This design comes from an exercise in tuning for a short achievable clock period and few clock cycles on the open sky130 flow, not from production work. In this exercise RTL edits were held to simulation tests only and were not proved equivalent to the original. Power figures rest on the tool's default switching activity, not on a simulated workload.

--- flow/constraint.sdc ---
create_clock -name core_clock -period 7.0 [get_ports {clk}]
set_input_delay 1.4000 -clock core_clock [delete_from_list [all_inputs] [get_ports {clk}]]
set_output_delay 1.4000 -clock core_clock [all_outputs]
set_load 0.01 [all_outputs]
--- flow/config.mk ---
export PLATFORM = sky130hd
export DESIGN_NAME = frame_responder
export DESIGN_NICKNAME = frame_responder
export VERILOG_FILES = /design/flow/design.v
export SDC_FILE = /design/flow/constraint.sdc
export NUM_CORES = 4
export LEC_CHECK = 0
export CAP_MARGIN = 20
export CORE_MARGIN = 2
export CORE_UTILIZATION = 40
export SLEW_MARGIN = 20
--- flow/run.sh ---
#!/bin/bash
# synth_recipe.tcl (not shown) runs the flow's synth.tcl, then flattens the netlist and writes it again
# the make line also repeats each setting of config.mk as NAME=value (left out here)
make -C /OpenROAD-flow-scripts/flow DESIGN_CONFIG=/design/flow/config.mk WORK_HOME=/design/flow/orfs CLKGATE_MAP_FILE= SYNTH_SCRIPT=/design/flow/synth_recipe.tcl finish
--- flow/design.v ---
module frame_responder (
    input  wire        clk,
    input  wire        rst,           
    input  wire        start,         
    output wire        ready,
    output reg         done,          
    output reg         reply,         
    output reg  [15:0] rx_lat,        
    output wire [1:0]  sess_state,    
    output reg  [10:0] tx_addr,
    input  wire [7:0]  tx_rdata,
    output reg         stg_we,
    output reg  [10:0] stg_addr,
    output reg  [7:0]  stg_wdata,
    output reg         st_req,
    output reg  [1:0]  st_cmd,        
    output reg  [24:0] st_addr,
    output reg  [7:0]  st_wdata,
    output reg  [9:0]  st_name_len,
    input  wire        st_gnt,
    input  wire [7:0]  st_rdata,
    input  wire        st_ok
);
    localparam [15:0] LAT_ARP       = 16'd276;
    localparam [15:0] LAT_TFTP_BASE = 16'd64;
    localparam [1:0] SESS_NONE = 2'd0, SESS_RD = 2'd1, SESS_WR = 2'd2;
    localparam [1:0] CMD_OPEN_RD = 2'd0, CMD_OPEN_WR = 2'd1,
                     CMD_READ    = 2'd2, CMD_WRITE   = 2'd3;
    localparam [2:0] OP_ARP = 3'd0, OP_RRQ = 3'd1, OP_WRQ = 3'd2,
                     OP_DATA = 3'd3, OP_ACK = 3'd4;
    localparam [3:0] S_IDLE     = 4'd0,
                     S_HRD      = 4'd1,    
                     S_HCAP     = 4'd2,    
                     S_CLASS    = 4'd3,    
                     S_NRD      = 4'd4,    
                     S_NCHK     = 4'd5,    
                     S_OPEN     = 4'd6,    
                     S_OPEN_RSP = 4'd7,
                     S_SR_REQ   = 4'd8,    
                     S_SR_RSP   = 4'd9,
                     S_DW_RD    = 4'd10,   
                     S_DW_REQ   = 4'd11,   
                     S_B_RD     = 4'd12,   
                     S_B_WR     = 4'd13,   
                     S_DONE     = 4'd14;
    reg [3:0]  state;
    reg [7:0]  hdr [0:47];      
    reg [9:0]  i;               
    reg [9:0]  k;               
    reg [2:0]  op;
    reg [1:0]  sess;
    reg [1:0]  sess_new;
    reg [9:0]  ndata;           
    reg [9:0]  nrep;            
    reg [15:0] blk_rep;         
    reg [24:0] base;            
    reg        name_bad;
    reg        prev_dot;
    assign ready      = (state == S_IDLE);
    assign sess_state = sess;
    wire [15:0] ethertype = {hdr[14], hdr[15]};
    wire [15:0] arp_oper  = {hdr[22], hdr[23]};
    wire [15:0] udp_dport = {hdr[38], hdr[39]};
    wire [15:0] udp_len   = {hdr[40], hdr[41]};
    wire [15:0] tftp_op   = {hdr[44], hdr[45]};
    wire [15:0] tftp_blk  = {hdr[46], hdr[47]};
    wire ip_ok = (hdr[16] == 8'h45) && (hdr[25] == 8'h11) &&
                 (udp_dport == 16'h0045 || udp_dport == 16'h4A4D);
    wire [15:0] frame_len = 16'd46 + {6'd0, nrep};
    wire [15:0] ip_len    = 16'd32 + {6'd0, nrep};
    wire [15:0] udp_len_r = 16'd12 + {6'd0, nrep};
    wire [15:0] op_rep    = (op == OP_RRQ || op == OP_ACK) ? 16'd3 : 16'd4;
    reg [7:0] hbyte;
    always @(*) begin
        hbyte = hdr[i[5:0]];
        if (op == OP_ARP) begin
            case (i)
                10'd22: hbyte = 8'h00;
                10'd23: hbyte = 8'h02;
                10'd24: hbyte = 8'h00;
                10'd25: hbyte = 8'h11;
                10'd26: hbyte = 8'h22;
                10'd27: hbyte = 8'h33;
                10'd28: hbyte = 8'h44;
                10'd29: hbyte = 8'h55;
                10'd30, 10'd31, 10'd32, 10'd33:
                    hbyte = hdr[i[5:0] + 6'd10];
                10'd34, 10'd35, 10'd36, 10'd37, 10'd38,
                10'd39, 10'd40, 10'd41, 10'd42, 10'd43:
                    hbyte = hdr[i[5:0] - 6'd10];
                default: ;
            endcase
        end else begin
            case (i)
                10'd0:  hbyte = frame_len[7:0];
                10'd1:  hbyte = frame_len[15:8];
                10'd2, 10'd3, 10'd4, 10'd5, 10'd6, 10'd7:
                    hbyte = hdr[i[5:0] + 6'd6];
                10'd8, 10'd9, 10'd10, 10'd11, 10'd12, 10'd13:
                    hbyte = hdr[i[5:0] - 6'd6];
                10'd18: hbyte = ip_len[15:8];
                10'd19: hbyte = ip_len[7:0];
                10'd28, 10'd29, 10'd30, 10'd31:
                    hbyte = hdr[i[5:0] + 6'd4];
                10'd32, 10'd33, 10'd34, 10'd35:
                    hbyte = hdr[i[5:0] - 6'd4];
                10'd36: hbyte = 8'h4A;
                10'd37: hbyte = 8'h4D;
                10'd38, 10'd39:
                    hbyte = hdr[i[5:0] - 6'd2];
                10'd40: hbyte = udp_len_r[15:8];
                10'd41: hbyte = udp_len_r[7:0];
                10'd44: hbyte = op_rep[15:8];
                10'd45: hbyte = op_rep[7:0];
                10'd46: hbyte = blk_rep[15:8];
                10'd47: hbyte = blk_rep[7:0];
                default: ;
            endcase
        end
    end
    always @(posedge clk) begin
        if (rst) begin
            state       <= S_IDLE;
            sess        <= SESS_NONE;
            done        <= 1'b0;
            reply       <= 1'b0;
            rx_lat      <= 16'd0;
            stg_we      <= 1'b0;
            st_req      <= 1'b0;
            tx_addr     <= 11'd0;
            stg_addr    <= 11'd0;
            stg_wdata   <= 8'd0;
            st_cmd      <= 2'd0;
            st_addr     <= 25'd0;
            st_wdata    <= 8'd0;
            st_name_len <= 10'd0;
        end else begin
            done   <= 1'b0;
            stg_we <= 1'b0;
            case (state)
            S_IDLE: begin
                if (start) begin
                    i       <= 10'd0;
                    tx_addr <= 11'd0;
                    state   <= S_HRD;
                end
            end
            S_HRD: begin
                state <= S_HCAP;
            end
            S_HCAP: begin
                hdr[i[5:0]] <= tx_rdata;
                if (i == 10'd47) begin
                    state <= S_CLASS;
                end else begin
                    i       <= i + 10'd1;
                    tx_addr <= {1'b0, i + 10'd1};
                    state   <= S_HRD;
                end
            end
            S_CLASS: begin
                sess_new <= sess;
                nrep     <= 10'd0;
                k        <= 10'd0;
                name_bad <= 1'b0;
                prev_dot <= 1'b0;
                state    <= S_DONE;            
                reply    <= 1'b0;
                if (ethertype == 16'h0806) begin
                    if (arp_oper == 16'd1) begin
                        op     <= OP_ARP;
                        rx_lat <= LAT_ARP;
                        reply  <= 1'b1;
                        i      <= 10'd0;
                        state  <= S_B_RD;
                    end
                end else if (ethertype == 16'h0800 && ip_ok) begin
                    case (tftp_op)
                    16'd1, 16'd2: begin
                        if (sess == SESS_NONE) begin
                            op      <= (tftp_op == 16'd1) ? OP_RRQ : OP_WRQ;
                            i       <= 10'd48;
                            tx_addr <= 11'd48;
                            state   <= S_NRD;
                        end
                    end
                    16'd3: begin
                        if (sess == SESS_WR && udp_len >= 16'd12 &&
                            udp_len <= 16'd524 && tftp_blk != 16'd0) begin
                            op      <= OP_DATA;
                            ndata   <= udp_len[9:0] - 10'd12;
                            blk_rep <= tftp_blk;
                            base    <= {tftp_blk - 16'd1, 9'd0};
                            if (udp_len < 16'd524)
                                sess_new <= SESS_NONE;
                            if (udp_len == 16'd12) begin
                                i     <= 10'd0;
                                state <= S_B_RD;
                            end else begin
                                tx_addr <= 11'd48;
                                state   <= S_DW_RD;
                            end
                        end
                    end
                    16'd4: begin
                        if (sess == SESS_RD) begin
                            op      <= OP_ACK;
                            blk_rep <= tftp_blk + 16'd1;
                            base    <= {tftp_blk, 9'd0};
                            state   <= S_SR_REQ;
                        end
                    end
                    default: ;
                    endcase
                end
            end
            S_NRD: begin
                state <= S_NCHK;
            end
            S_NCHK: begin
                if (tx_rdata == 8'h00) begin
                    st_name_len <= i - 10'd48;
                    state       <= S_OPEN;
                end else begin
                    if (tx_rdata == 8'h2F || tx_rdata == 8'h5C ||
                        (prev_dot && tx_rdata == 8'h2E))
                        name_bad <= 1'b1;
                    prev_dot <= (tx_rdata == 8'h2E);
                    if (i == 10'd559) begin
                        st_name_len <= 10'd512;
                        state       <= S_OPEN;
                    end else begin
                        i       <= i + 10'd1;
                        tx_addr <= {1'b0, i + 10'd1};
                        state   <= S_NRD;
                    end
                end
            end
            S_OPEN: begin
                if (name_bad) begin
                    state <= S_DONE;
                end else if (st_req && st_gnt) begin
                    st_req <= 1'b0;
                    state  <= S_OPEN_RSP;
                end else begin
                    st_req <= 1'b1;
                    st_cmd <= (op == OP_RRQ) ? CMD_OPEN_RD : CMD_OPEN_WR;
                end
            end
            S_OPEN_RSP: begin
                if (!st_ok) begin
                    state <= S_DONE;
                end else if (op == OP_RRQ) begin
                    blk_rep <= 16'd1;
                    base    <= 25'd0;
                    state   <= S_SR_REQ;
                end else begin
                    blk_rep  <= 16'd0;
                    sess_new <= SESS_WR;
                    i        <= 10'd0;
                    state    <= S_B_RD;
                end
            end
            S_SR_REQ: begin
                if (st_req && st_gnt) begin
                    st_req <= 1'b0;
                    state  <= S_SR_RSP;
                end else begin
                    st_req  <= 1'b1;
                    st_cmd  <= CMD_READ;
                    st_addr <= base + {15'd0, k};
                end
            end
            S_SR_RSP: begin
                if (st_ok) begin
                    stg_we    <= 1'b1;
                    stg_addr  <= 11'd48 + {1'b0, k};
                    stg_wdata <= st_rdata;
                    if (k == 10'd511) begin
                        nrep     <= 10'd512;
                        sess_new <= SESS_RD;
                        i        <= 10'd0;
                        state    <= S_B_RD;
                    end else begin
                        k     <= k + 10'd1;
                        state <= S_SR_REQ;
                    end
                end else begin
                    nrep     <= k;
                    sess_new <= SESS_NONE;
                    i        <= 10'd0;
                    state    <= S_B_RD;
                end
            end
            S_DW_RD: begin
                state <= S_DW_REQ;
            end
            S_DW_REQ: begin
                if (st_req && st_gnt) begin
                    st_req <= 1'b0;
                    if (k + 10'd1 == ndata) begin
                        i     <= 10'd0;
                        state <= S_B_RD;
                    end else begin
                        k       <= k + 10'd1;
                        tx_addr <= 11'd49 + {1'b0, k};
                        state   <= S_DW_RD;
                    end
                end else begin
                    st_req   <= 1'b1;
                    st_cmd   <= CMD_WRITE;
                    st_addr  <= base + {15'd0, k};
                    st_wdata <= tx_rdata;
                end
            end
            S_B_RD: begin
                if (op != OP_ARP)
                    rx_lat <= LAT_TFTP_BASE + 16'd4 + {6'd0, nrep};
                reply <= 1'b1;
                state <= S_B_WR;
            end
            S_B_WR: begin
                stg_we    <= 1'b1;
                stg_addr  <= {1'b0, i};
                stg_wdata <= (i < 10'd48) ? hbyte : tx_rdata;
                if (i == 10'd559 || (i == 10'd47 && nrep == 10'd512)) begin
                    state <= S_DONE;
                end else if (i == 10'd47) begin
                    i       <= 10'd48 + nrep;
                    tx_addr <= 11'd48 + {1'b0, nrep};
                    state   <= S_B_RD;
                end else begin
                    i       <= i + 10'd1;
                    tx_addr <= {1'b0, i + 10'd1};
                    state   <= S_B_RD;
                end
            end
            S_DONE: begin
                done  <= 1'b1;
                sess  <= sess_new;
                state <= S_IDLE;
            end
            default: state <= S_IDLE;
            endcase
        end
    end
endmodule
==> impl_metrics.yaml <==
global_routing:
  grt_max_degree: 104
  grt_pass1_vias: 27721
  grt_util_all_layers_pct: 32.3
  antenna_found_initial: 10
  grt.overflow.total: 0
  grt_pass1_wl_um: 216000
power_and_ir_drop:
  power_w: 0.00967
  p_per_area_nw_per_um2: 235
  ir_drop_uv: 155
  p_leak_nw: 13.2
logic_synthesis:
  yosys.area_share.simple_pct: 11.0
  synth_fa_ha_area_share_pct: 1.28
  synthDistinctLibCells: 94
  synth_edf_count: 463
  ys.flop_type: "edfxtp_1"
  synth_area_leaders: "edfxtp_1 (38%), mux4_2 (21%), mux2i_1 (6.2%)"
  synth_common_cells: "edfxtp_1 (463), mux4_2 (347), nor2_1 (273)"
  synth_compound_area_share_pct: 8.87
  yosys_warnings: 1
  mappedNetlistArea_um2: 37000
  synth.most_common_cell: "edfxtp_1"
  synth_mux_area_share_pct: 28.3
  yosys.area_share.xor_xnor_pct: 3.21
  yosys_register_bits: 565
  syn_inst: 2976
  syn_area_per_cell_um2: 12.4
  yosysSeqAreaShare_pct: 43.1
  synth_top_area_share_pct: 37.5
  synthArstFlopShare_pct: 0
  synth_top_family_by_area: "multiplexers"
  synth_area_leader_cell: "edfxtp_1"
clock_tree:
  clk_pin_slew_ps: 60
  clk_latency_ps: 660
  post_cts_buffers: 0
  htreeDepth: 3
  root_buffer: "clkbuf_16"
  hold_buffers: 0
  clock-sinks: 565
  clk_path_buf_depth: 3
  cts_tree: "done"
  postCtsResizedCells: 0
  cts-buffers-inserted: 66
layout:
  drive_above_1_share_pct: 20.3
  syn2layout_area_growth_pct: 11.2
  fillCellCount: 8297
  final_nets: 3049
  multi_input_area_um2: 19700
  seqCellArea_um2: 16000
sta:
  worstMarginPinSlew_ps: 1240
  finalSetupViolations: 0
  hold_violations: 0
  relSlewSlack_pct: 17.2
  min_period_ps: 5080
  rsz0062_at_grt: "no"
  fmax_mhz: 197
  maxSlewViolCount: 0
  finalCritPeriodShare_pct: 72.5
  finalClockSkew_ps: 57.6
  finalSetupTns_ps: 0
critical_path:
  crit_buf_inv: 2
  cp_top_family: "compound AO/OA/AOI/OAI gates"
  worst-setup-path-type: "reg2reg"
  crit_path_end_kind: "register"
  max_stage_delay_ps: 890
  path_cells: "inv_1 -> ha_1 -> xor2_4 -> buf_4 -> mux4_1 -> mux2i_1 -> a2111oi_1 -> nor3_1 -> a2111oi_0 -> o211ai_1 -> o21a_1"
  cp.required_ps: 7560
  arrival_ps: 5630
  crit_slowest_cell: "a2111oi_1"
  r2r_slack_ps: 1920
  cp_max_fo: 15
  start_kind: "register"
placed_design:
  gp_congestion: 1.08
  detailed_place_hpwl_um: 115000
  io_buffers: 113
route:
  wirelength_um: 154000
  ant_nets: 0
  drc_errors: 0
  first_iter_violations: 5422
  post_drt_wl_per_cell_um: 36.4
  detail_route.first_pass.iterations: 6
  vias: 29573
  viasPerCell: 6.99
run:
  drv_cap: 0
floorplan:
  start_util_pct: 40.4
  io_pins: 119
  core_um2: 91700
  rows: 111
  die_x_um: 308
  die_h_um: 308
  dieArea_um2: 95000
worst_hold_path:
  min_path_type: "reg2reg"
outcome:
  outcome: "timing/DRC/antenna clean"
-- path summary, 6_finish.rpt --
check | cells after the start | from | to
worst max-delay path | 11 | i[1] | stg_wdata[0]
worst min-delay path | 2 | rx_lat[7] | rx_lat[7]
worst max register to register | 11 | i[1] | stg_wdata[0]
worst min register to register | 2 | rx_lat[7] | rx_lat[7]
-- metrics by stage --
step / cells / cell area [um^2] / worst slack, ps / hold slack, ps / util [%]
after floorplan: 2980 / 37100 / 2120 / 453 / -
after global placement: 4106 / 38900 / 1800 / 443 / 42.5
after detailed placement: 4107 / 39000 / 2030 / 446 / 42.5
after CTS: 4226 / 41200 / 2020 / 452 / 44.9
after global routing: 4227 / 41200 / 1720 / 478 / 44.9
final: 4228 / 41200 / 1920 / 450 / 44.9
-- area by class of cell --
cell class,count,area share (%)
flip-flops and latches,565,38.7
inverters,39,0.355
multi-input cells,2127,47.8
well taps,1186,3.60
clock buffers,81,4.37
diodes,1,0.00607
repair buffers,191,4.17
clock inverters,38,0.935
-- registers in the layout, summed over array words and instances (netlist names), 2 cells and up, named ones only --
register     flops
k               10
st_cmd           2
state            4
rx_lat          11
blk_rep         16
nrep            10
st_wdata         8
sess_new         2
st_addr         25
i               10
tx_addr         11
stg_addr        11
ndata           10
st_name_len     10
hdr            384
base            16
stg_wdata        8
op               3
sess             2
-- cells by family (layout without fill, tap and decap cells) --
group | count (synthesis) | count (layout)
simple gates | 864 | 864
mux | 601 | 601
flops | 565 | 565
compound gates | 495 | 495
buf+inv | 288 | 349
xor+xnor | 124 | 124
fa+ha+maj | 38 | 38
other cells | 1 | 6
-- cell usage in the layout, fill, tap and decap left out, drive strengths merged, types with 11 or more instances in the layout --
| cell | n |
|---|---|
| a2111oi | 13 |
| a211oi | 42 |
| a21oi | 131 |
| a221oi | 19 |
| a22oi | 66 |
| a31oi | 22 |
| and2 | 17 |
| and3 | 23 |
| buf | 87 |
| clkbuf | 81 |
| clkdlybuf4s50 | 104 |
| clkinv | 25 |
| dfxtp | 102 |
| edfxtp | 463 |
| ha | 38 |
| inv | 43 |
| mux2 | 19 |
| mux2i | 229 |
| mux4 | 353 |
| nand2 | 226 |
| nand2b | 17 |
| nand3 | 73 |
| nand4 | 33 |
| nor2 | 274 |
| nor2b | 32 |
| nor3 | 74 |
| nor4 | 30 |
| o211ai | 11 |
| o21ai | 78 |
| o22ai | 28 |
| or3 | 11 |
| or4 | 12 |
| xnor2 | 76 |
| xor2 | 43 |
-- tightest hold or removal path: cells and delay by family (launching register included) --
| kind | cells | cell delay (ps) |
|---|---|---|
| AND/OR/NAND/NOR | 1 | 50 |
| flip-flops | 1 | 310 |
| AO/OA/AOI/OAI | 1 | 50 |
-- power breakdown --
| group | switching [W] | leakage (nW) | internal (W) |
|---|---|---|---|
| combinational | 0.00149 | 7.17 | 0.000928 |
| clock | 0.00149 | 1.06 | 0.00204 |
| sequential | 0.0000705 | 5.01 | 0.00365 |
-- metal layers --
metal | vias up | GRT usage, % | part of all wire [%]
li1 | 11848 | - | -
met1 | 15214 | 45.1 | 40
met2 | 2181 | 47.1 | 43
met3 | 320 | 9.61 | 13
met4 | 10 | 12.5 | 4.4
met5 | - | 0 | 0.045
Testbench counts, summed over its fixed seeds: cycles 869,730.

re-timing with driven ports:
The results above use ideal ports. As a check the final layout listed here was re-extracted and re-timed, cells and wires unchanged. Step 1 sets driving cells, clkbuf_16 on the clock port and buf_2 on the other inputs (assumed; they add their load-dependent delay and slew). Step 2 also shifts input and output timing later by t, the mid clock arrival at the registers, as if the neighbouring blocks saw the same clock. Slacks: no drivers / after step 1 / after step 2; pairs: no drivers / after step 1.
shift t [ns]: 0.712
setup slack, ns: 1.923 / 1.923 / 1.923
worst hold slack (ns): 0.450 / 0.450 / 0.450
worst setup path after step 2: register to register
latest minus earliest clock arrival (ns): 0.059 / 0.058
After both steps this run still meets setup and hold. The setup slack of this run moves by 0.000 ns with the drivers and by 0.000 ns with both steps.
